Context: an optimization exercise on an open-source flow, tuned for small area. The choices shown serve that exercise and are no tape-out recipe. The RTL was checked by simulation tests, not by an equivalence proof against the original design. Power is estimated from default activity; no workload was simulated.

==> config.mk <==
export PLATFORM = sky130hd
export DESIGN_NAME = stepgen
export DESIGN_NICKNAME = stepgen
export VERILOG_FILES = /design/flow/design.v
export SDC_FILE = /design/flow/constraint.sdc
export NUM_CORES = 4
export LEC_CHECK = 0
export CAP_MARGIN = 10
export CORE_MARGIN = 2
export CORE_UTILIZATION = 50
export CTS_BUF_LIST = sky130_fd_sc_hd__clkbuf_16
export CTS_CLUSTER_DIAMETER = 100
export CTS_CLUSTER_SIZE = 20
export GPL_TIMING_DRIVEN = 0
export PLACE_DENSITY = 0.6
export SLEW_MARGIN = 10
==> constraint.sdc <==
create_clock -name core_clock -period 15.0 [get_ports {clk}]
set_input_delay 3.0000 -clock core_clock [delete_from_list [all_inputs] [get_ports {clk}]]
set_output_delay 3.0000 -clock core_clock [all_outputs]
set_load 0.01 [all_outputs]
==> design.v <==
module stepgen_axis (
    input             clk,
    input             rst_n,
    input             tick,        
    input             load,        
    input             nbind,       
    input      [31:0] sec,         
    input      [31:0] st,          
    input      [3:0]  amass,
    input             ph2,         
    input      [31:0] sec_q,       
    input             dir,         
    input             move,        
    output            stp,         
    output     [31:0] pos          
);
    reg [31:0] counter, steps, pos_q;
    wire [31:0] steff = load ? (st >> amass) : steps;
    wire [31:0] cbase = (tick && nbind) ? (sec >> 1) : counter;
    wire [31:0] opb = tick ? steff : ~sec_q;
    wire [32:0] res = {1'b0, cbase} + {1'b0, opb} + {32'd0, !tick};
    wire [31:0] sum = res[31:0];
    wire [31:0] dif = res[31:0];
    assign stp = res[32] && (res[31:0] != 32'd0);
    wire [31:0] pc;
    assign pc[0] = 1'b1;
    genvar g;
    generate for (g = 1; g < 32; g = g + 1) begin : pcg
        assign pc[g] = pc[g-1] & (pos_q[g-1] ^ dir);
    end endgenerate
    wire pmove = ph2 && stp && move;
    assign pos = pos_q ^ (pc & {32{pmove}});
    always @(posedge clk)
        steps <= steff;
    always @(posedge clk)
        if (tick || (ph2 && stp))
            counter <= res[31:0];
    always @(posedge clk) begin
        if (!rst_n)
            pos_q <= 32'd0;
        else
            pos_q <= pos;
    end
endmodule
module stepgen_ring (
    input             clk,
    input      [3:0]  widx,
    input             we0,
    input             we1,
    input      [31:0] wdata,
    input      [3:0]  ridx,
    output reg [31:0] r0,
    output reg [28:0] r1
);
    reg [31:0] ring0 [0:9];
    reg [28:0] ring1 [0:9];
    integer i;
    always @(*) begin
        r0 = 32'd0; r1 = 29'd0;
        for (i = 0; i < 10; i = i + 1)
            if (ridx == i) begin
                r0 = r0 | ring0[i];
                r1 = r1 | ring1[i];
            end
    end
    always @(posedge clk)
        for (i = 0; i < 10; i = i + 1) begin
            if (we0 && widx == i) ring0[i] <= wdata;
            if (we1 && widx == i) ring1[i] <= {wdata[31:16], wdata[12:0]};
        end
endmodule
module stepgen_pool (
    input             clk,
    input             we,
    input      [3:0]  wb,
    input      [2:0]  ww,
    input      [31:0] wdata,
    input      [3:0]  ridx,
    output reg [31:0] psec,
    output reg [31:0] pst0,
    output reg [31:0] pst1,
    output reg [31:0] pst2,
    output reg [3:0]  pflg,
    input      [3:0]  aidx,
    output reg        adj
);
    reg [31:0] p_sec [0:8];
    reg [3:0]  p_flg [0:8];
    reg [31:0] p_st0 [0:8];
    reg [31:0] p_st1 [0:8];
    reg [31:0] p_st2 [0:8];
    integer i;
    always @(*) begin
        psec = 32'd0; pst0 = 32'd0; pst1 = 32'd0; pst2 = 32'd0; pflg = 4'd0; adj = 1'b0;
        for (i = 0; i < 9; i = i + 1) begin
            if (ridx == i) begin
                psec = psec | p_sec[i];
                pst0 = pst0 | p_st0[i];
                pst1 = pst1 | p_st1[i];
                pst2 = pst2 | p_st2[i];
                pflg = pflg | p_flg[i];
            end
            if (aidx == i) adj = p_flg[i][3];
        end
    end
    always @(posedge clk)
        for (i = 0; i < 9; i = i + 1)
            if (we && wb == i) begin
                if (ww == 3'd0) p_sec[i] <= wdata;
                if (ww == 3'd1) p_flg[i] <= {wdata[8], wdata[2:0]};
                if (ww == 3'd2) p_st0[i] <= wdata;
                if (ww == 3'd3) p_st1[i] <= wdata;
                if (ww == 3'd4) p_st2[i] <= wdata;
            end
endmodule
module stepgen (
    input             clk,
    input             rst_n,
    input             h_req,
    input             h_we,
    input      [11:0] h_addr,
    input      [31:0] h_wdata,
    output            h_ready,
    output reg        h_rvalid,
    output reg [31:0] h_rdata,
    output     [2:0]  step,
    output     [2:0]  dir,
    output            en,
    output            pins_oe,
    output     [15:0] spindle_pwm,
    output            spindle_we,
    output            probe_poll
);
    localparam N_SEG = 10;
    localparam N_BLK = 9;
    localparam [1:0] S_IDLE  = 2'd0;
    localparam [1:0] S_WAKE  = 2'd1;
    localparam [1:0] S_HOLD  = 2'd2;
    localparam [1:0] S_DWELL = 2'd3;
    reg [15:0] step_count;
    reg [3:0]  exec_blk;
    reg        blk_valid, seg_valid;
    reg [2:0]  outbits;
    reg [2:0]  dir_q;
    reg [3:0]  head, tail;
    reg        f_cycle_stop, f_err_full, f_err_cmd, f_err_bus, f_fault;
    reg [2:0]  set_step_inv, set_dir_inv;
    reg [1:0]  set_flags;
    reg [7:0]  set_idle_lock;
    reg        sys_homing, sys_probe;
    reg [2:0]  sys_hlock;
    reg [2:0]  step_inv, dir_inv;
    reg [15:0] tcnt, arr;
    reg        run;
    reg [2:0]  step_q;
    reg        en_q, drv_en, pins_driven;
    reg [15:0] spindle_q;
    reg        spindle_we_q, probe_q;
    reg [1:0]  state;
    reg        pend;       
    assign step        = step_q;
    assign dir         = dir_q;
    assign en          = en_q;
    assign pins_oe     = pins_driven;
    assign spindle_pwm = spindle_q;
    assign spindle_we  = spindle_we_q;
    assign probe_poll  = probe_q;
    wire [17:0] arr_x3 = {1'b0, arr, 1'b0} + {2'b0, arr};
    wire [15:0] ccr    = arr_x3[17:2];
    wire [15:0] tcnt_inc = tcnt + 16'd1;
    wire hit_ccr = (tcnt_inc == ccr);
    reg  tick_q;
    wire tick_ev   = tick_q;
    wire preset_ev = run && hit_ccr;
    wire busy = (state != S_IDLE);
    assign h_ready = !busy && !tick_ev && !preset_ev;
    wire acc = h_req && h_ready;
    wire [15:0] wcnt = h_rdata[15:0];
    wire wdone = (wcnt == 16'h0100);
    wire hold_end = (state == S_HOLD) && hit_ccr;
    wire        aligned  = (h_addr[1:0] == 2'b00);
    wire [6:0]  pool_b   = h_addr[11:5] - 7'd8;
    wire [2:0]  pool_w   = h_addr[4:2];
    wire        pool_hit = (h_addr[11:8] != 4'd0) && (pool_b < N_BLK) && (pool_w < 3'd5) && aligned;
    wire [3:0]  pb       = pool_b[3:0];
    wire        lowpage  = (h_addr[11:7] == 5'd0) && aligned;
    wire [4:0]  ra       = h_addr[6:2];
    wire        r_cmd    = lowpage && (ra == 5'd0);
    wire        r_status = lowpage && (ra == 5'd1);
    wire        r_flags  = lowpage && (ra == 5'd2);
    wire        r_head   = lowpage && (ra == 5'd3);
    wire        r_tail   = lowpage && (ra == 5'd4);
    wire        r_sstep  = lowpage && (ra == 5'd5);
    wire        r_sdir   = lowpage && (ra == 5'd6);
    wire        r_sflags = lowpage && (ra == 5'd7);
    wire        r_sidle  = lowpage && (ra == 5'd8);
    wire        r_sysctl = lowpage && (ra == 5'd9);
    wire        r_segw0  = lowpage && (ra == 5'd10);
    wire        r_segw1  = lowpage && (ra == 5'd11);
    wire        r_stepinv= lowpage && (ra == 5'd12);
    wire        r_dirinv = lowpage && (ra == 5'd13);
    wire        r_pins   = lowpage && (ra == 5'd14);
    wire        r_spindle= lowpage && (ra == 5'd15);
    wire        r_pos0   = lowpage && (ra == 5'd16);
    wire        r_pos1   = lowpage && (ra == 5'd17);
    wire        r_pos2   = lowpage && (ra == 5'd18);
    wire        r_arr    = lowpage && (ra == 5'd24);
    wire        r_ccr    = lowpage && (ra == 5'd25);
    wire        r_cnt    = lowpage && (ra == 5'd26);
    wire wr  = acc && h_we;
    wire [3:0] head_inc = (head == N_SEG - 1) ? 4'd0 : head + 4'd1;
    wire [3:0] tail_inc = (tail == N_SEG - 1) ? 4'd0 : tail + 4'd1;
    wire empty = (head == tail);
    wire full  = (tail == head_inc);
    wire [31:0] r0;
    wire [28:0] r1;
    stepgen_ring u_ring (
        .clk(clk), .widx(head), .we0(wr && r_segw0), .we1(wr && r_segw1), .wdata(h_wdata),
        .ridx(tick_ev ? tail : head), .r0(r0), .r1(r1));
    wire [15:0] t_nstep = r0[15:0];
    wire [15:0] t_cpt   = r0[31:16];
    wire [7:0]  t_blk   = r1[7:0];
    wire [3:0]  t_amass = r1[11:8];
    wire        t_bl    = r1[12];
    wire [15:0] t_pwm   = r1[28:13];
    wire load   = !seg_valid;
    wire badidx = (t_blk >= N_BLK);
    wire newblk = !blk_valid || (t_blk != {4'd0, exec_blk});
    wire [3:0] bidx = load ? t_blk[3:0] : exec_blk;
    wire [31:0] psec, pst0, pst1, pst2;
    wire [3:0]  pflg;
    wire        cur_adj;
    stepgen_pool u_pool (
        .clk(clk), .we(wr && pool_hit), .wb(pb), .ww(pool_w), .wdata(h_wdata),
        .ridx(tick_ev ? bidx : pb), .psec(psec), .pst0(pst0), .pst1(pst1), .pst2(pst2),
        .pflg(pflg), .aidx(exec_blk), .adj(cur_adj));
    wire [2:0] bdir = pflg[2:0];
    wire [15:0] arr_new = (t_cpt < 16'd4) ? 16'd4 : t_cpt;
    wire normal = tick_ev && !(load && (empty || badidx));
    wire do_bind = load && newblk;
    reg        ph2;
    wire [31:0] sec_q = h_rdata;
    reg [2:0]  bdir_q;
    reg        move_q;
    always @(posedge clk) begin
        if (normal) begin
            bdir_q <= bdir;
            move_q <= !t_bl;
        end
    end
    wire stp0, stp1, stp2;
    wire [31:0] pos0, pos1, pos2;
    stepgen_axis u_ax0 (.clk(clk), .rst_n(rst_n), .tick(normal), .load(load), .nbind(do_bind),
        .sec(psec), .st(pst0), .amass(t_amass), .ph2(ph2), .sec_q(sec_q), .dir(bdir_q[0]),
        .move(move_q), .stp(stp0), .pos(pos0));
    stepgen_axis u_ax1 (.clk(clk), .rst_n(rst_n), .tick(normal), .load(load), .nbind(do_bind),
        .sec(psec), .st(pst1), .amass(t_amass), .ph2(ph2), .sec_q(sec_q), .dir(bdir_q[1]),
        .move(move_q), .stp(stp1), .pos(pos1));
    stepgen_axis u_ax2 (.clk(clk), .rst_n(rst_n), .tick(normal), .load(load), .nbind(do_bind),
        .sec(psec), .st(pst2), .amass(t_amass), .ph2(ph2), .sec_q(sec_q), .dir(bdir_q[2]),
        .move(move_q), .stp(stp2), .pos(pos2));
    wire [2:0] stp_bits = {stp2, stp1, stp0};
    wire [2:0] out_next = sys_homing ? (stp_bits & sys_hlock) : stp_bits;
    wire [15:0] sc      = load ? t_nstep : step_count;
    wire [15:0] sc_next = sc - 16'd1;
    wire        retire  = (sc_next == 16'd0);
    reg [31:0] pword;
    always @(*) begin
        case (pool_w)
            3'd0: pword = psec;
            3'd1: pword = {23'd0, pflg[3], 5'd0, pflg[2:0]};
            3'd2: pword = pst0;
            3'd3: pword = pst1;
            default: pword = pst2;
        endcase
    end
    wire [31:0] rd_val =
          ({32{pool_hit}}  & pword)
        | ({32{r_pos0}}    & pos0)
        | ({32{r_pos1}}    & pos1)
        | ({32{r_pos2}}    & pos2)
        | ({32{r_status}}  & {26'd0, f_fault, pins_driven, drv_en, run, full, empty})
        | ({32{r_flags}}   & {23'd0, f_fault, 4'd0, f_err_bus, f_err_cmd, f_err_full, f_cycle_stop})
        | ({32{r_head}}    & {28'd0, head})
        | ({32{r_tail}}    & {28'd0, tail})
        | ({32{r_sstep}}   & {29'd0, set_step_inv})
        | ({32{r_sdir}}    & {29'd0, set_dir_inv})
        | ({32{r_sflags}}  & {30'd0, set_flags})
        | ({32{r_sidle}}   & {24'd0, set_idle_lock})
        | ({32{r_sysctl}}  & {21'd0, sys_hlock, 6'd0, sys_probe, sys_homing})
        | ({32{r_segw0}}   & r0)
        | ({32{r_segw1}}   & {r1[28:13], 3'd0, r1[12:0]})
        | ({32{r_stepinv}} & {29'd0, step_inv})
        | ({32{r_dirinv}}  & {29'd0, dir_inv})
        | ({32{r_pins}}    & {14'd0, pins_driven, en_q, 5'd0, dir_q, 5'd0, step_q})
        | ({32{r_spindle}} & {16'd0, spindle_q})
        | ({32{r_arr}}     & {16'd0, arr})
        | ({32{r_ccr}}     & {16'd0, ccr})
        | ({32{r_cnt}}     & {16'd0, tcnt});
    wire rd_ok = pool_hit | r_pos0 | r_pos1 | r_pos2 | r_status | r_flags | r_head | r_tail |
                 r_sstep | r_sdir | r_sflags | r_sidle | r_sysctl | r_segw0 | r_segw1 |
                 r_stepinv | r_dirinv | r_pins | r_spindle | r_arr | r_ccr | r_cnt;
    wire wr_ok = pool_hit | r_cmd | r_flags | r_sstep | r_sdir | r_sflags | r_sidle |
                 r_sysctl | r_segw0 | r_segw1;
    wire c_init    = (h_wdata == 32'h00000001);
    wire c_wake    = (h_wdata == 32'h00000002);
    wire c_disable = ((h_wdata & 32'hFFFFFEFF) == 32'h00000003);
    wire c_reset   = (h_wdata == 32'h00000004);
    wire c_genmask = (h_wdata == 32'h00000005);
    wire c_publish = (h_wdata == 32'h00000006);
    wire c_ovr     = h_wdata[8];
    wire w_cmd = wr && r_cmd;
    wire [15:0] tcnt_inc2 = {tcnt[15:1] + 15'd1, tcnt[0]};
    wire stop_cmd = w_cmd && (c_init || c_reset || c_disable);
    always @(posedge clk) begin
        if (!rst_n)
            tick_q <= 1'b0;
        else
            tick_q <= run && !tick_ev && (tcnt_inc2 == arr) && !stop_cmd;
    end
    wire        idle_keep = (set_idle_lock == 8'hFF);
    wire        dwell_req = !idle_keep && !sys_homing;
    wire        dwell_go  = dwell_req && (set_idle_lock != 8'd0);
    wire [7:0] w_hi = wcnt[15:8];
    wire [7:0] w_lo = wcnt[7:0];
    wire [15:0] wdec = (w_lo == 8'd0) ? {w_hi - 8'd1, 8'd239} : {w_hi, w_lo - 8'd1};
    wire ld_wake  = w_cmd && c_wake && !f_fault && !run;
    wire ld_dwell = (w_cmd && c_disable && dwell_go) || (hold_end && !pend && dwell_go);
    always @(posedge clk) begin
        if (normal)
            h_rdata <= psec;
        else if (ld_wake)
            h_rdata[15:0] <= {8'd10, 8'd239};
        else if (ld_dwell)
            h_rdata[15:0] <= {set_idle_lock, 8'd239};
        else if (busy)
            h_rdata[15:0] <= wdec;
        else
            h_rdata[15:0] <= rd_val[15:0];
        if (!normal)
            h_rdata[31:16] <= rd_val[31:16];
    end
    always @(posedge clk) begin
        if (normal) begin
            step_count <= sc_next;
            if (do_bind) exec_blk <= t_blk[3:0];
        end
    end
    integer k;
    always @(posedge clk) begin
        if (!rst_n) begin
            blk_valid <= 1'b0; seg_valid <= 1'b0;
            outbits <= 3'd0; dir_q <= 3'd0;
            head <= 4'd0; tail <= 4'd0;
            f_cycle_stop <= 1'b0; f_err_full <= 1'b0; f_err_cmd <= 1'b0;
            f_err_bus <= 1'b0; f_fault <= 1'b0;
            set_step_inv <= 3'd0; set_dir_inv <= 3'd0; set_flags <= 2'd0;
            set_idle_lock <= 8'd0;
            sys_homing <= 1'b0; sys_probe <= 1'b0; sys_hlock <= 3'd0;
            step_inv <= 3'd0; dir_inv <= 3'd0;
            tcnt <= 16'd0; arr <= 16'd4; run <= 1'b0;
            step_q <= 3'd0; en_q <= 1'b1; drv_en <= 1'b0; pins_driven <= 1'b0;
            spindle_q <= 16'd0; spindle_we_q <= 1'b0; probe_q <= 1'b0;
            state <= S_IDLE; pend <= 1'b0;
            h_rvalid <= 1'b0; ph2 <= 1'b0;
        end else begin
            spindle_we_q <= 1'b0;
            probe_q      <= 1'b0;
            h_rvalid     <= 1'b0;
            ph2          <= normal;
            if (ph2)
                outbits <= out_next;
            if (run || state == S_HOLD) begin
                if (tick_ev || hold_end)
                    tcnt <= 16'd0;
                else
                    tcnt <= tcnt_inc;
            end
            if (preset_ev)
                step_q <= step_inv;
            if (tick_ev) begin
                for (k = 0; k < 3; k = k + 1)
                    if (outbits[k])
                        step_q[k] <= ~step_inv[k];
                outbits <= 3'd0;
                if (load && empty) begin
                    run   <= 1'b0;
                    state <= S_HOLD;
                    pend  <= 1'b0;
                end else if (load && badidx) begin
                    run   <= 1'b0;
                    state <= S_HOLD;
                    pend  <= 1'b1;
                end else begin
                    if (load) begin
                        seg_valid <= 1'b1;
                        arr <= arr_new;
                        if (newblk) begin
                            blk_valid <= 1'b1;
                            dir_q     <= bdir ^ dir_inv;
                        end
                        spindle_q    <= t_pwm;
                        spindle_we_q <= 1'b1;
                    end
                    probe_q <= sys_probe;
                    if (retire) begin
                        seg_valid <= 1'b0;
                        tail <= tail_inc;
                    end
                end
            end
            case (state)
                S_WAKE: begin
                    if (wdone) begin
                        tcnt  <= 16'd0;
                        run   <= 1'b1;
                        state <= S_IDLE;
                    end
                end
                S_HOLD: begin
                    if (hit_ccr) begin
                        step_q <= step_inv;
                        if (pend) begin
                            f_fault <= 1'b1;
                            state   <= S_IDLE;
                        end else if (dwell_go) begin
                            state <= S_DWELL;
                            pend  <= 1'b1;
                        end else begin
                            drv_en <= !dwell_req;
                            en_q   <= dwell_req ^ set_flags[0];
                            if (blk_valid && cur_adj) begin
                                spindle_q    <= 16'd0;
                                spindle_we_q <= 1'b1;
                            end
                            f_cycle_stop <= 1'b1;
                            state <= S_IDLE;
                        end
                    end
                end
                S_DWELL: begin
                    if (wdone) begin
                        drv_en <= 1'b0;
                        en_q   <= 1'b1 ^ set_flags[0];
                        if (pend) begin
                            if (blk_valid && cur_adj) begin
                                spindle_q    <= 16'd0;
                                spindle_we_q <= 1'b1;
                            end
                            f_cycle_stop <= 1'b1;
                        end
                        state <= S_IDLE;
                    end
                end
                default: ;
            endcase
            if (acc) begin
                if (!h_we) begin
                    h_rvalid <= 1'b1;
                    if (!rd_ok)
                        f_err_bus <= 1'b1;
                end else if (!wr_ok) begin
                    f_err_bus <= 1'b1;
                end else if (r_cmd) begin
                    if (c_init) begin
                        pins_driven <= 1'b1;
                        run  <= 1'b0;
                        tcnt <= 16'd0;
                        arr  <= 16'd4;
                    end else if (c_wake) begin
                        if (f_fault)
                            f_err_cmd <= 1'b1;
                        else begin
                            drv_en <= 1'b1;
                            en_q   <= set_flags[0];
                            if (!run)
                                state <= S_WAKE;
                        end
                    end else if (c_disable) begin
                        run    <= 1'b0;
                        step_q <= step_inv;
                        pend   <= 1'b0;
                        if (dwell_go)
                            state <= S_DWELL;
                        else begin
                            drv_en <= !(dwell_req | c_ovr);
                            en_q   <= (dwell_req | c_ovr) ^ set_flags[0];
                        end
                    end else if (c_reset) begin
                        run  <= 1'b0;
                        tcnt <= 16'd0;
                        arr  <= 16'd4;
                        blk_valid <= 1'b0; seg_valid <= 1'b0;
                        outbits <= 3'd0; dir_q <= 3'd0;
                        head <= 4'd0; tail <= 4'd0;
                        f_cycle_stop <= 1'b0; f_err_full <= 1'b0; f_err_cmd <= 1'b0;
                        f_err_bus <= 1'b0; f_fault <= 1'b0;
                        step_inv <= set_step_inv;
                        dir_inv  <= set_dir_inv;
                        step_q   <= 3'd0;
                    end else if (c_genmask) begin
                        step_inv <= set_step_inv;
                        dir_inv  <= set_dir_inv;
                    end else if (c_publish) begin
                        if (full)
                            f_err_full <= 1'b1;
                        else
                            head <= head_inc;
                    end else
                        f_err_cmd <= 1'b1;
                end else if (r_flags) begin
                    if (h_wdata[0]) f_cycle_stop <= 1'b0;
                    if (h_wdata[1]) f_err_full   <= 1'b0;
                    if (h_wdata[2]) f_err_cmd    <= 1'b0;
                    if (h_wdata[3]) f_err_bus    <= 1'b0;
                end else if (r_sstep)  set_step_inv  <= h_wdata[2:0];
                else if (r_sdir)   set_dir_inv   <= h_wdata[2:0];
                else if (r_sflags) set_flags     <= h_wdata[1:0];
                else if (r_sidle)  set_idle_lock <= h_wdata[7:0];
                else if (r_sysctl) begin
                    sys_homing <= h_wdata[0];
                    sys_probe  <= h_wdata[1];
                    sys_hlock  <= h_wdata[10:8];
                end
            end
        end
    end
endmodule
==> flow/run.sh <==
#!/bin/bash
# Own flow: the standard layout, except that the synthesis maps the logic with an
# area-oriented ABC script (flow/abc_area.script) instead of ORFS's speed script.
# Registers, names, and every other synthesis step are the standard ones.
set -euo pipefail
W=$(pwd)
cat > "$W/my_synth.tcl" <<EOT
proc abc {args} {
  set i [lsearch -exact \$args -script]
  if {\$i >= 0} { set args [lreplace \$args [expr {\$i+1}] [expr {\$i+1}] $W/flow/abc_area.script] }
  puts "own flow abc: \$args"
  yosys abc {*}\$args
}
source $W/synth_recipe.tcl
EOT
sed "s#SYNTH_SCRIPT=[^ ]*#SYNTH_SCRIPT=$W/my_synth.tcl#" standard.sh > "$W/my_standard.sh"
grep -q "SYNTH_SCRIPT=$W/my_synth.tcl" "$W/my_standard.sh"
bash "$W/my_standard.sh" > "$W/flow_make.log" 2>&1
==> flow/abc_area.script <==
strash
dc2
dc2
dch -f
amap -m
topo
==> standard.sh <==
#!/bin/bash
# synth_recipe.tcl (not shown) runs the flow's synth.tcl, then flattens the netlist and writes it again
# the make line also repeats each setting of config.mk as NAME=value (left out here)
make -C /OpenROAD-flow-scripts/flow DESIGN_CONFIG=/design/flow/config.mk WORK_HOME=/design/flow/orfs CLKGATE_MAP_FILE= SYNTH_SCRIPT=/design/flow/synth_recipe.tcl "${@:-finish}"
==> results of run 1 <==
## cells by family after synthesis
| logic type | Yosys count | synth area share |
|---|---|---|
| and+or+nand+nor | 1720 | 0.0868 |
| DFF | 2253 | 0.700 |
| buffers and inverters | 582 | 0.0238 |
| xor gates and xnor gates | 2 | 0.000191 |
| adders and majority gates | 126 | 0.0177 |
| AOI/OAI and AO/OA | 2132 | 0.171 |
## area by class of cell
class	count	area (sq um)
clock buffer	140	3500
fill	14200	73600
inverter	582	2320
tap	2464	3080
sequential	2253	64400
multi-input combinational	3981	27800
clock inverter	37	283
antenna	18	45.0
timing repair buffer	579	7770
## final timing paths
path | startpoint | end | slack (ps)
min reg2reg | u_ax0.steps[26]$_DFF_P_ | u_ax0.steps[26]$_DFF_P_ | 450
min | u_ax0.steps[26]$_DFF_P_ | u_ax0.steps[26]$_DFF_P_ | 450
max | tick_q$_SDFF_PN0_ | h_rdata[5]$_DFF_P_ | -2940
max reg2reg | tick_q$_SDFF_PN0_ | h_rdata[5]$_DFF_P_ | -2940
## synthesized netlist by cell type, drive strengths merged, types with 5 or more instances
library cell,n,area (sq um)
ha,119,1490
o221a,23,259
or4,31,233
fa,7,140
nor4,24,150
o211ai,6,45.0
o21a,95,713
and4,57,499
a221oi,33,289
a222oi,548,5490
o22a,92,806
o32ai,5,43.8
o22ai,292,1830
a32oi,12,105
o21ai,396,1980
clkinv,582,2180
a211oi,23,173
o2111ai,12,105
nor2,828,3110
or3,44,275
dfxtp,327,6550
nor2b,41,257
a21o,34,255
o32a,9,90.1
o21bai,5,37.5
and3,65,407
and2,31,194
nand4,38,238
a22oi,100,751
or2,82,513
a31oi,18,113
nand2b,35,219
o221ai,82,718
a2111oi,47,412
nand2,271,1020
a21oi,285,1430
nor3,92,460
edfxtp,1926,57800
nand3,79,395
## stage by stage
step / hold slack, ps / power (uW) / cell area [sq um] / worst slack, ps / util
after detailed placement: 428 / 7400 / 102000 / -6500 / 0.558
after floorplan: 410 / 7090 / 92700 / -4560 / -
after CTS: 449 / 11100 / 108000 / -2930 / 0.588
after global routing: 466 / 11300 / 109000 / -3550 / 0.597
after global placement: 423 / 7380 / 96900 / -14580 / 0.530
final: 449 / 11100 / 109000 / -2940 / 0.597
## what timing repair did
item / CTS / global route
setup endpoints to repair: 192 / 144
gates resized for setup: 124 / 228
setup buffers: 135 / 109
gates cloned: 3 / 6
pin swaps: 54 / 93
## cell usage in the layout, fill, tap and decap left out, types with 51 or more instances in the layout
cell type / instances
edfxtp_1: 1926
nor2_1: 737
a222oi_1: 548
clkinv_1: 516
o21ai_0: 361
dfxtp_1: 324
o22ai_1: 262
nand2_1: 261
a21oi_1: 257
buf_4: 211
clkbuf_16: 148
buf_12: 122
ha_1: 118
a22oi_1: 95
o21a_1: 95
o22a_1: 91
nor3_1: 73
clkdlybuf4s50_1: 70
nor2_4: 67
nand3_1: 66
buf_16: 60
and3_1: 58
and4_1: 51
## power by group through the flow
| stage | clock (uW) | combinational (uW) | sequential [uW] |
|---|---|---|---|
| after floorplan | 0 | 160 | 6930 |
| after global placement | 0 | 437 | 6940 |
| after detailed placement | 0 | 479 | 6920 |
| after CTS | 3780 | 497 | 6780 |
| after global routing | 3980 | 545 | 6780 |
| final | 3760 | 536 | 6780 |
## worst max-delay path: cells and delay by family, from the launching register on
kind	cells	cell delay (ps)
and+or+nand+nor	38	6650
AOI/OAI and AO/OA	32	5380
buffers and inverters	37	4810
adders and majority gates	2	510
DFF	1	400
## per-layer routing
layer / GRT usage / wire (microns) / vias up
li1: - / - / 29100
met1: 0.480 / 128000 / 33900
met2: 0.495 / 141000 / 4255
met3: 0.109 / 45300 / 710
met4: 0.150 / 16000 / 12
met5: 0 / 100 / -
## registers in the layout (all words and copies together) (netlist names), 36 cells and up
signal and cells:
u_ring.ring0 320, u_pool.p_flg 36, u_ring.ring1 290, u_pool.p_st2 288
u_pool.p_sec 288, u_pool.p_st0 288, u_pool.p_st1 288
==> metrics.md, run 1 <==
| Metric | Value |
|---|---|
| IR drop worst, VDD | around 0.14 mV |
| Hold-fix buffers, CTS | 0 |
| Most used flip-flop cell after synthesis | edfxtp_1 |
| Num CTS Buffers | roughly 130 |
| Hold path cells | 2 |
| DRC | 0 |
| Synth Instances | 6815 |
| Reg2reg path depth | 109 |
| Via count | 68000 |
| Max-cap viol count | 0 |
| Seq pwr share | 0.612 |
| Sw Share | 0.221 |
| SO Viols | negative setup slack |
| Dpl cells | 9630 |
| Final worst setup slack | -2940 ps |
| Sw Pwr | 2450 uW |
| Comb pwr share | 0.048 |
| Tmin final | 17940 ps |
| Vias/cell | 6.77 |
| Chip height | 433 microns |
| H-tree depth | 4 |
| Clock Latency Late Sink | approximately 850 ps |
| Worst-path clk slew | 100 ps |
| Root buffer cell | clkbuf_16 |
| Startpoint Class | flip-flop |
| Outcome | failed layout checks |
| Fin Clk Skew | 50.3 ps |
| Layout cells sized above 1 | 0.144 |
| Fin Setup TNS | -109810 ps |
| Distinct cells, synth | 52 |
| Slew margin rel. | 0.129 |
| Worst EP arrival | 18650 ps |
| IO Count | 108 |
| Number of DRC violations after detailed-routing iteration 0 | about 13000 |
| Seq/Total Area, Yosys | 0.700 |
| GRT Overall Usage | 0.344 |
| Post-synth EDFFs | about 1900 |
| Global route overflow | 0 |
| Detailed Place HPWL | 226000 microns |
| Core area | 0.183 sq mm |
| Initial antenna violation count | 27 |
| DRT Pass-1 Iters | 7 |
| Slowest CP cell | o32ai_4 |
| Final Setup Violations | 83 |
| Synthesized area | between 0.09 and 0.1 sq mm |
| Hold Crit Class | reg2reg |
| Setup CP Type | reg2reg |
| Slew Limit Fails | 0 |
| Final Hold Fails | 0 |
| Clock share of power | 0.339 |
| Total internal power | 8620 uW |
| Synthesized area per cell | ~13 sq um |
| Yosys warns | 11 |
| Count of input and output buffers | 107 |
| RSZ-0062 raised after global routing | true |
| Routability cong. | 0.992 |
| Pwr dens | 101 mW/mm^2 |
| WL final | 331000 microns |
| Cell Count, Final, Fillers Out | 10100 |
| Final net count | 7703 |
| Share of flip-flops with an asynchronous set or reset | 0 |
| Initial Utilization | 0.503 |
| Width of the chip | 433 microns |
| Critical path peak fanout | 23 |
| Max Root-Sink Buffers | 3 |
| Slew @ Worst Pin | 1310 ps |
| Synthesized Nets | between 6000 and 7000 |
| Per-cell routed wire length | 32.9 microns |
| Largest net degree at the start of global routing | about 110 |
| Die area | 0.187 sq mm |
| Static leakage | 0.0346 uW |
| Sink Count | 2253 |
| First-pass GRT wire length | 460000 microns |
| CP most frequent cell | buf_4 |
| Setup crit end kind | flip-flop |
| Crit share post-route | 1.20 |
| FMAX | 0.0557 GHz |
| FF+latch count, synth | 2253 |
| Antenna-violating nets left | 0 |
| CP required | 15710 ps |
| CP peak stage delay | 420 ps |
| CTS tree | done |
| Vias in the first global route | 62100 |
| Synthesis-to-layout area growth | 18.8% |
| FP Rows | between 150 and 200 |
==> inputs of run 2 (changes only) <==
--- a/design.v
+++ b/design.v
@@ -12,7 +12,8 @@
     input             dir,         
     input             move,        
     output            stp,         
-    output     [31:0] pos          
+    output     [31:0] pos,         
+    output     [31:0] posq         
 );
     reg [31:0] counter, steps, pos_q;
     wire [31:0] steff = load ? (st >> amass) : steps;
@@ -28,8 +29,11 @@
     generate for (g = 1; g < 32; g = g + 1) begin : pcg
         assign pc[g] = pc[g-1] & (pos_q[g-1] ^ dir);
     end endgenerate
-    wire pmove = ph2 && stp && move;
-    assign pos = pos_q ^ (pc & {32{pmove}});
+    reg  pend;
+    always @(posedge clk)
+        pend <= rst_n && ph2 && stp && move;
+    assign pos  = pos_q ^ (pc & {32{pend}});
+    assign posq = pos;
     always @(posedge clk)
         steps <= steff;
     always @(posedge clk)
@@ -50,18 +54,22 @@
     input      [31:0] wdata,
     input      [3:0]  ridx,
     output reg [31:0] r0,
-    output reg [28:0] r1
+    output reg [28:0] r1,
+    input      [3:0]  tidx,
+    output reg [3:0]  tblk
 );
     reg [31:0] ring0 [0:9];
     reg [28:0] ring1 [0:9];
     integer i;
     always @(*) begin
-        r0 = 32'd0; r1 = 29'd0;
-        for (i = 0; i < 10; i = i + 1)
+        r0 = 32'd0; r1 = 29'd0; tblk = 4'd0;
+        for (i = 0; i < 10; i = i + 1) begin
             if (ridx == i) begin
                 r0 = r0 | ring0[i];
                 r1 = r1 | ring1[i];
             end
+            if (tidx == i) tblk = tblk | ring1[i][3:0];
+        end
     end
     always @(posedge clk)
         for (i = 0; i < 10; i = i + 1) begin
@@ -122,7 +130,7 @@
     input      [31:0] h_wdata,
     output            h_ready,
     output reg        h_rvalid,
-    output reg [31:0] h_rdata,
+    output     [31:0] h_rdata,
     output     [2:0]  step,
     output     [2:0]  dir,
     output            en,
@@ -175,7 +183,8 @@
     wire busy = (state != S_IDLE);
     assign h_ready = !busy && !tick_ev && !preset_ev;
     wire acc = h_req && h_ready;
-    wire [15:0] wcnt = h_rdata[15:0];
+    reg  [31:0] rdata_q;
+    wire [15:0] wcnt = rdata_q[15:0];
     wire wdone = (wcnt == 16'h0100);
     wire hold_end = (state == S_HOLD) && hit_ccr;
     wire        aligned  = (h_addr[1:0] == 2'b00);
@@ -214,9 +223,11 @@
     wire full  = (tail == head_inc);
     wire [31:0] r0;
     wire [28:0] r1;
+    wire [3:0]  tail_blk;
     stepgen_ring u_ring (
         .clk(clk), .widx(head), .we0(wr && r_segw0), .we1(wr && r_segw1), .wdata(h_wdata),
-        .ridx(tick_ev ? tail : head), .r0(r0), .r1(r1));
+        .ridx(tick_ev ? tail : head), .r0(r0), .r1(r1),
+        .tidx(tail), .tblk(tail_blk));
     wire [15:0] t_nstep = r0[15:0];
     wire [15:0] t_cpt   = r0[31:16];
     wire [7:0]  t_blk   = r1[7:0];
@@ -226,7 +237,7 @@
     wire load   = !seg_valid;
     wire badidx = (t_blk >= N_BLK);
     wire newblk = !blk_valid || (t_blk != {4'd0, exec_blk});
-    wire [3:0] bidx = load ? t_blk[3:0] : exec_blk;
+    wire [3:0] bidx = load ? tail_blk : exec_blk;
     wire [31:0] psec, pst0, pst1, pst2;
     wire [3:0]  pflg;
     wire        cur_adj;
@@ -239,7 +250,7 @@
     wire normal = tick_ev && !(load && (empty || badidx));
     wire do_bind = load && newblk;
     reg        ph2;
-    wire [31:0] sec_q = h_rdata;
+    wire [31:0] sec_q = rdata_q;
     reg [2:0]  bdir_q;
     reg        move_q;
     always @(posedge clk) begin
@@ -250,15 +261,16 @@
     end
     wire stp0, stp1, stp2;
     wire [31:0] pos0, pos1, pos2;
+    wire [31:0] posq0, posq1, posq2;
     stepgen_axis u_ax0 (.clk(clk), .rst_n(rst_n), .tick(normal), .load(load), .nbind(do_bind),
         .sec(psec), .st(pst0), .amass(t_amass), .ph2(ph2), .sec_q(sec_q), .dir(bdir_q[0]),
-        .move(move_q), .stp(stp0), .pos(pos0));
+        .move(move_q), .stp(stp0), .pos(pos0), .posq(posq0));
     stepgen_axis u_ax1 (.clk(clk), .rst_n(rst_n), .tick(normal), .load(load), .nbind(do_bind),
         .sec(psec), .st(pst1), .amass(t_amass), .ph2(ph2), .sec_q(sec_q), .dir(bdir_q[1]),
-        .move(move_q), .stp(stp1), .pos(pos1));
+        .move(move_q), .stp(stp1), .pos(pos1), .posq(posq1));
     stepgen_axis u_ax2 (.clk(clk), .rst_n(rst_n), .tick(normal), .load(load), .nbind(do_bind),
         .sec(psec), .st(pst2), .amass(t_amass), .ph2(ph2), .sec_q(sec_q), .dir(bdir_q[2]),
-        .move(move_q), .stp(stp2), .pos(pos2));
+        .move(move_q), .stp(stp2), .pos(pos2), .posq(posq2));
     wire [2:0] stp_bits = {stp2, stp1, stp0};
     wire [2:0] out_next = sys_homing ? (stp_bits & sys_hlock) : stp_bits;
     wire [15:0] sc      = load ? t_nstep : step_count;
@@ -274,11 +286,13 @@
             default: pword = pst2;
         endcase
     end
+    reg [2:0] rd_pos;
+    always @(posedge clk)
+        rd_pos <= (acc && !h_we) ? {r_pos2, r_pos1, r_pos0} : 3'd0;
+    assign h_rdata = ({32{rd_pos[0]}} & posq0) | ({32{rd_pos[1]}} & posq1) |
+                     ({32{rd_pos[2]}} & posq2) | ({32{rd_pos == 3'd0}} & rdata_q);
     wire [31:0] rd_val =
           ({32{pool_hit}}  & pword)
-        | ({32{r_pos0}}    & pos0)
-        | ({32{r_pos1}}    & pos1)
-        | ({32{r_pos2}}    & pos2)
         | ({32{r_status}}  & {26'd0, f_fault, pins_driven, drv_en, run, full, empty})
         | ({32{r_flags}}   & {23'd0, f_fault, 4'd0, f_err_bus, f_err_cmd, f_err_full, f_cycle_stop})
         | ({32{r_head}}    & {28'd0, head})
@@ -328,17 +342,17 @@
     wire ld_dwell = (w_cmd && c_disable && dwell_go) || (hold_end && !pend && dwell_go);
     always @(posedge clk) begin
         if (normal)
-            h_rdata <= psec;
+            rdata_q <= psec;
         else if (ld_wake)
-            h_rdata[15:0] <= {8'd10, 8'd239};
+            rdata_q[15:0] <= {8'd10, 8'd239};
         else if (ld_dwell)
-            h_rdata[15:0] <= {set_idle_lock, 8'd239};
+            rdata_q[15:0] <= {set_idle_lock, 8'd239};
         else if (busy)
-            h_rdata[15:0] <= wdec;
+            rdata_q[15:0] <= wdec;
         else
-            h_rdata[15:0] <= rd_val[15:0];
+            rdata_q[15:0] <= rd_val[15:0];
         if (!normal)
-            h_rdata[31:16] <= rd_val[31:16];
+            rdata_q[31:16] <= rd_val[31:16];
     end
     always @(posedge clk) begin
         if (normal) begin
==> flow/abc_area.script (replaced) <==
strash
dch -f
amap -m
topo
--- a/config.mk
+++ b/config.mk
@@ -5,7 +5,7 @@
 export SDC_FILE = /design/flow/constraint.sdc
 export NUM_CORES = 4
 export LEC_CHECK = 0
-export CAP_MARGIN = 10
+export CAP_MARGIN = 20
 export CORE_MARGIN = 2
 export CORE_UTILIZATION = 50
 export CTS_BUF_LIST = sky130_fd_sc_hd__clkbuf_16
==> metrics.md, run 2 <==
| Metric | Value |
|---|---|
| Biggest regs | u_ring.ring0 x320, u_ring.ring1 x290 |
| Distinct cells, synth | 57 |
| Detailed Place HPWL | 234000 microns |
| Worst EP arrival | between 10000 and 15000 ps |
| Slew margin rel. | 0.0738 |
| Largest net degree at the start of global routing | 165 |
| Chip height | roughly 440 microns |
| GRT Overall Usage | 0.342 |
| Width of the chip | 437 microns |
| FP Rows | 158 |
| Crit share post-route | 0.946 |
| IO Count | 108 |
| Most flops, register | u_ring.ring0 |
| Via count | 69600 |
| FMAX | 0.0705 GHz |
| Total power | 11500 uW |
| Comb pwr share | 0.075 |
| Vias in the first global route | 63900 |
| DRC | 0 |
| Area of the multi-input gates | 0.0280 sq mm |
| Final Setup Violations | 0 |
| Final worst setup slack | 815 ps |
| Tmin final | 14190 ps |
| Fill count | 14900 |
| Fin Clk Skew | ~46 ps |
| Routability cong. | 1.04 |
| Top cell type by total area after synthesis | edfxtp_1 |
| Seq/Total Area, Yosys | 0.688 |
| Most used flip-flop cell after synthesis | edfxtp_1 |
| Flop-to-flop setup slack | 1300 ps |
| IR drop worst, VDD | about 0.10 mV |
| Reg2reg start | tail[1]$_SDFF_PN0_ |
| Final Hold Fails | 0 |
| Vias/cell | 6.77 |
| Slew Limit Fails | 0 |
| Synth Instances | 7180 |
| Slew @ Worst Pin | 1390 ps |
| Hold path cells | 2 |
| Clock Latency Late Sink | 850 ps |
| Static leakage | 0.0336 uW |
| Root buffer cell | clkbuf_16 |
| Commonest cells after routing, fill and taps aside | edfxtp_1, nor2_1, clkinv_1, nand2_1, a222oi_1 |
| Synthesis-to-layout area growth | 15.4% |
| Number of DRC violations after detailed-routing iteration 0 | approximately 12000 |
| CP required | ~16000 ps |
| Utilization after layout | 0.582 |
| Pwr dens | between 100 and 150 mW/mm^2 |
| Top cells by area, synth | edfxtp_1, dfxtp_1, a222oi_1 |
| H-tree depth | 4 |
| Critical path peak fanout | 26 |
| First-pass GRT wire length | 469000 microns |
| Setup CP Type | in2reg |
| Initial Utilization | 0.504 |
| Synthesized Nets | about 7400 |
| Initial antenna violation count | 15 |
| Num CTS Buffers | 133 |
| Share of flip-flops with an asynchronous set or reset | 0 |
| Reg2reg path depth | 52 |
| Global route overflow | 0 |
| Max Root-Sink Buffers | 3 |
| Max-cap viol count | 0 |
| R2R Path End | u_ax0.counter[26]$_DFFE_PP_ |
| Register Area | 0.0645 sq mm |
| Startpoint Class | input port |
| Sw Share | 0.238 |
| Outcome | finished clean |
| Sw Pwr | 2730 uW |
| CP peak stage delay | 790 ps |
| Layout cells sized above 1 | 0.0859 |
| CTS tree | done |
| CP most frequent cell | clkinv_1 |
| Final net count | 7902 |
| Yosys warns | 11 |
| DRT Pass-1 Iters | 14 |
| Core area | approximately 0.19 sq mm |
| Hold Crit Endpoint | u_ax0.steps[31]$_DFF_P_ |
| Synthesized area per cell | 13.1 sq um |
| WL final | 333000 microns |
| Setup crit end kind | flip-flop |
| Slowest CP cell | a221oi_1 |
| RSZ-0062 raised after global routing | false |
| Count leader, synth | edfxtp_1 |
| Place WS | -2240 ps |
| Count of input and output buffers | 107 |
| Total internal power | 8730 uW |
| Synthesized area | approximately 0.094 sq mm |
| Synth top area share | 0.617 |
| Sink Count | between 2000 and 2500 |
| Hold Crit Class | reg2reg |
| Seq pwr share | 0.596 |
| Worst-path clk slew | 80 ps |
| Max reg flops | 320 |
| Post-synth EDFFs | 1926 |
| FF+latch count, synth | 2259 |
| Antenna-violating nets left | 0 |
| Per-cell routed wire length | 32.4 microns |
| HP Start | u_ax0.steps[31]$_DFF_P_ |
| Clock share of power | 0.329 |
| Top post-synthesis cells by count | edfxtp_1, nor2_1, clkinv_1 |
| Die area | 0.191 sq mm |
| Commonest non-fill, non-tap cell in the layout | edfxtp_1 |
[run 2: cell count changes in the layout (fill, tap and decap cells not counted), sizes merged, moves of 52 or more]
cell | previous run | this run
a22oi | 100 | 230
a221o | 2 | 54
o21a | 95 | 25
nor2 | 829 | 731
a222oi | 548 | 427
nand2 | 271 | 497
o22ai | 292 | 397
and3 | 65 | 4
buf | 497 | 333
clkinv | 573 | 657
[run 2: worst max-delay path: cells and delay by family]
kind,cells,cell delay (ps)
simple gates,5,1360
fa+ha+maj,1,380
compound gates,25,6570
buf+inv,16,3400
[run 2: cells by family after synthesis]
| kind of cell | share of synthesized area |
|---|---|
| buf+inv | 0.0259 |
| flops | 0.688 |
| simple gates | 0.0874 |
| xor+xnor | 0.0000935 |
| compound gates | 0.181 |
| fa+ha+maj | 0.0174 |
[run 2: layout make-up]
cell class,count,area share
flip-flops and latches,2259,0.596
inverters,647,0.0228
clock buffers,136,0.0315
multi-input cells,4275,0.259
clock inverters,55,0.00397
repair buffers,412,0.0577
diodes,15,0.000347
well taps,2480,0.0287
[run 2: stage by stage]
stage	setup TNS, ps	hold WS, ps	instance area [sq um]	cells
3_5_place_dp	-173910	429	104000	10100
5_1_grt	0	472	108000	10300
6_report	0	449	108000	10300
4_1_cts	0	452	108000	10200
3_3_place_gp	-2531890	424	98300	9767
2_1_floorplan	-43480	410	94100	7180
[run 2: power by group through the flow]
stage / Clock [uW] / Sequential [uW] / Combinational, uW
after floorplan: 0 / 6970 / 384
after global placement: 0 / 6990 / 756
after detailed placement: 0 / 6970 / 818
after CTS: 3800 / 6830 / 822
after global routing: 4010 / 6830 / 898
final: 3770 / 6830 / 856
[run 2: metal layers]
metal / global-route usage / vias to the layer above / share of wire
met5: 0 / - / 0.00015
li1: - / 30300 / -
met4: 0.174 / 4 / 0.058
met2: 0.496 / 4170 / 0.43
met1: 0.470 / 34300 / 0.39
met3: 0.0958 / 739 / 0.12
[run 2: how the worst max path moves through the flow]
stage	start	cells after the start	slack, ps	endpoint
floorplan	tick_q$_SDFF_PN0_	50	-640	u_ax2.counter[0]$_DFFE_PP_
global placement	tick_q$_SDFF_PN0_	41	-13580	u_ax1.counter[31]$_DFFE_PP_
detailed placement	h_addr[6]	44	-2240	u_ax1.counter[31]$_DFFE_PP_
CTS	h_addr[5]	47	100	u_ax1.counter[27]$_DFFE_PP_
global route	h_addr[7]	50	80	u_ax1.counter[25]$_DFFE_PP_
finish	h_addr[7]	47	810	u_ax0.counter[26]$_DFFE_PP_
[run 2: repair_timing]
item,CTS,global route
hold buffers,0,0
endpoints found under the hold margin,0,0
setup endpoints to repair,100,70
gates resized for setup,11,9
setup buffers,2,8
pin swaps,2,4
cloned,1,0
==> inputs of run 3 (changes only) <==
--- a/config.mk
+++ b/config.mk
@@ -7,10 +7,10 @@
 export LEC_CHECK = 0
 export CAP_MARGIN = 20
 export CORE_MARGIN = 2
-export CORE_UTILIZATION = 50
+export CORE_UTILIZATION = 55
 export CTS_BUF_LIST = sky130_fd_sc_hd__clkbuf_16
 export CTS_CLUSTER_DIAMETER = 100
 export CTS_CLUSTER_SIZE = 20
 export GPL_TIMING_DRIVEN = 0
-export PLACE_DENSITY = 0.6
+export PLACE_DENSITY = 0.65
 export SLEW_MARGIN = 10
==> metrics.md, run 3 <==
| Metric | Value |
|---|---|
| Outcome | finished clean |
| Number of DRC violations after detailed-routing iteration 0 | roughly 12000 |
| Root buffer cell | clkbuf_16 |
| Yosys warns | 11 |
| Final Hold Fails | 0 |
| IR drop worst, VDD | ~0.14 mV |
| Synth Area in Compound Gates | 0.181 |
| Synth Instances | approximately 7000 |
| Flop-to-flop setup slack | 810 ps |
| Biggest regs | u_ring.ring0 x320, u_ring.ring1 x290 |
| Via count | 70000 |
| Tmin final | between 10000 and 15000 ps |
| CP peak stage delay | approximately 670 ps |
| Most flops, register | u_ring.ring0 |
| Final Setup Violations | 0 |
| Top cell type by total area after synthesis | edfxtp_1 |
| Commonest cells after routing, fill and taps aside | edfxtp_1, nor2_1, clkinv_1, nand2_1, a222oi_1 |
| Count of input and output buffers | roughly 110 |
| Setup CP Type | in2reg |
| FP Rows | about 150 |
| Place WS | -2350 ps |
| Area post-placement | ~0.10 sq mm |
| Fill count | about 13000 |
| Area of the multi-input gates | 0.0280 sq mm |
| Max Root-Sink Buffers | 3 |
| Synthesized Nets | 7354 |
| DRT Pass-1 Iters | 10 |
| Antenna-violating nets left | 0 |
| Utilization after layout | 0.635 |
| First-pass GRT wire length | roughly 460000 microns |
| Fin Clk Skew | 41.0 ps |
| Fin Setup TNS | 0 ps |
| Top cells by area, synth | edfxtp_1, dfxtp_1, a222oi_1 |
| Synth Area in Adders | 0.0174 |
| Initial Utilization | 0.554 |
| Slew @ Worst Pin | approximately 1400 ps |
| DRC | 0 |
| Commonest non-fill, non-tap cell in the layout | edfxtp_1 |
| WL final | 329000 microns |
| Hold Crit Class | reg2reg |
| Seq/Total Area, Yosys | 0.688 |
| Total power | roughly 11000 uW |
| Largest net degree at the start of global routing | ~170 |
| Synthesized area | 0.0937 sq mm |
| Width of the chip | 417 microns |
| Routability cong. | 1.03 |
| Simple-Gate Fraction of Synth Area | 0.0874 |
| Slew margin rel. | 0.0444 |
| Final worst setup slack | 560 ps |
| Slew Limit Fails | 0 |
| Count leader, synth | edfxtp_1 |
| Main combinational cell family by area after synthesis | compound AO/OA/AOI/OAI gates |
| Startpoint Class | input port |
| Initial antenna violation count | 18 |
| Crit share post-route | 0.963 |
| Num CTS Buffers | 132 |
| Global route overflow | 0 |
| Per-cell routed wire length | roughly 33 microns |
| Distinct cells, synth | 57 |
| Detailed Place HPWL | around 230000 microns |
| Mux cell area share after synthesis | 0 |
| Critical path peak fanout | 25 |
| Core area | 0.169 sq mm |
| FMAX | 0.0693 GHz |
| Die area | 0.174 sq mm |
| FF+latch count, synth | ~2300 |
| Final instance area | 0.107 sq mm |
| Chip height | 417 microns |
| Synthesis-to-layout area growth | 14.6% |
| Area share of xor/xnor cells in the synthesized design | 0.0000934 |
| Final net count | roughly 8000 |
| Worst-path clk slew | around 90 ps |
| RSZ-0062 raised after global routing | false |
| Vias in the first global route | 63900 |
| Static leakage | around 0.033 uW |
| Slowest CP cell | o311ai_0 |
| Vias/cell | 7.00 |
| Setup crit end kind | flip-flop |
| Pwr dens | 106 mW/mm^2 |
| Most used flip-flop cell after synthesis | edfxtp_1 |
| GRT Overall Usage | 0.372 |
| Layout cells sized above 1 | 0.0854 |
| Max-cap viol count | 0 |
| H-tree depth | 4 |
| Post-synth EDFFs | 1926 |
| Sink Count | 2259 |
| CTS tree | done |
| IO Count | approximately 110 |
| Clock Latency Late Sink | 840 ps |
| Synthesized area per cell | 13.1 sq um |
| Register Area | 0.0645 sq mm |
| Share of flip-flops with an asynchronous set or reset | 0 |
| Max reg flops | 320 |
| Worst EP arrival | approximately 15000 ps |
| CP required | roughly 16000 ps |
| CP most frequent cell | clkinv_1 |
| Top post-synthesis cells by count | edfxtp_1, nor2_1, clkinv_1 |
| Synth top area share | 0.617 |
## run 3: stage by stage
stage	std cells	hold WS, ps
6_report	10000	451
2_1_floorplan	7180	410
5_1_grt	9996	471
3_5_place_dp	9790	429
4_1_cts	9982	452
3_3_place_gp	9505	423
## run 3: cell type report
class	instances	share of cell area
diodes	9	0.000210
clock buffers	135	0.0314
clock inverters	55	0.00389
inverters	647	0.0230
multi-input cells	4274	0.260
flip-flops and latches	2259	0.600
well taps	2218	0.0258
repair buffers	407	0.0550
## run 3: worst paths after layout
check | startpoint | to | cells after the start
worst max-delay path | h_addr[6] | u_ax1.counter[23]$_DFFE_PP_ | 52
worst min-delay path | u_ax1.steps[30]$_DFF_P_ | u_ax1.steps[30]$_DFF_P_ | 2
worst max register to register | tick_q$_SDFF_PN0_ | u_ax1.counter[23]$_DFFE_PP_ | 53
worst min register to register | u_ax1.steps[30]$_DFF_P_ | u_ax1.steps[30]$_DFF_P_ | 2
## run 3: routing by layer
layer	share of wire	GRT usage	vias to the layer above
li1	-	-	30300
met1	0.38	0.506	34500
met2	0.43	0.542	4450
met3	0.13	0.117	751
met4	0.058	0.186	12
met5	0.00030	0	-
## run 3: critical path, delay by kind of cell
kind	cells	cell delay, ps
AOI/OAI and AO/OA	22	5610
adders and majority gates	2	630
buffers and inverters	16	3270
and+or+nand+nor	12	2340
## run 3: logic make-up after synthesis
family          count (synthesis)
compound gates               2357
xor+xnor                        1
fa+ha+maj                     126
buf+inv                       647
flops                        2259
simple gates                 1790
## run 3: power breakdown
group / leakage, uW / internal [uW] / switching, uW
sequential: 0.0200 / 6820 / 11.8
clock: 0.00198 / 1650 / 2070
combinational: 0.0114 / 243 / 604
total: 0.0334 / 8710 / 2690
## run 3: timing repair
| item | in CTS | in global routing |
|---|---|---|
| hold buffers | 0 | 0 |
| pin swaps | 2 | 2 |
| setup buffers | 2 | 2 |
| gates cloned | 0 | 0 |
| endpoints found under the setup margin | 100 | 68 |
| gates resized for setup | 8 | 14 |

## what the ideal ports hide
The flow's constraints put no driver on any port. The routed layouts listed below were extracted and timed again, unchanged, in two steps. Step 1 (the two cells are an assumption about what drives the block):
set clk [get_ports {clk}]
set_driving_cell -lib_cell sky130_fd_sc_hd__clkbuf_16 $clk
set_driving_cell -lib_cell sky130_fd_sc_hd__buf_2 [delete_from_list [all_inputs] $clk]
Step 2 also shifts input and output timing later by t, the mid clock arrival at the registers, as if the neighbouring blocks saw the same clock. a / b / c = ideal / step 1 / step 2; a / b = the first two.
| run | t (ns) | slack for setup (ns) | worst data-port slew with drivers (ns) |
|---|---|---|---|
| run 1 | 0.912 | -2.943 / -2.980 / -3.892 | 0.13 |
| run 2 | 0.920 | 0.815 / 0.815 / -0.105 | 0.19 |
| run 3 | 0.904 | 0.560 / 0.588 / -0.316 | 0.18 |
Met with ideal ports but missed after step 2: setup timing in run 2 and run 3. The setup slack of run 1, which loses most, moves by -0.037 ns with the drivers and by -0.949 ns with both steps.
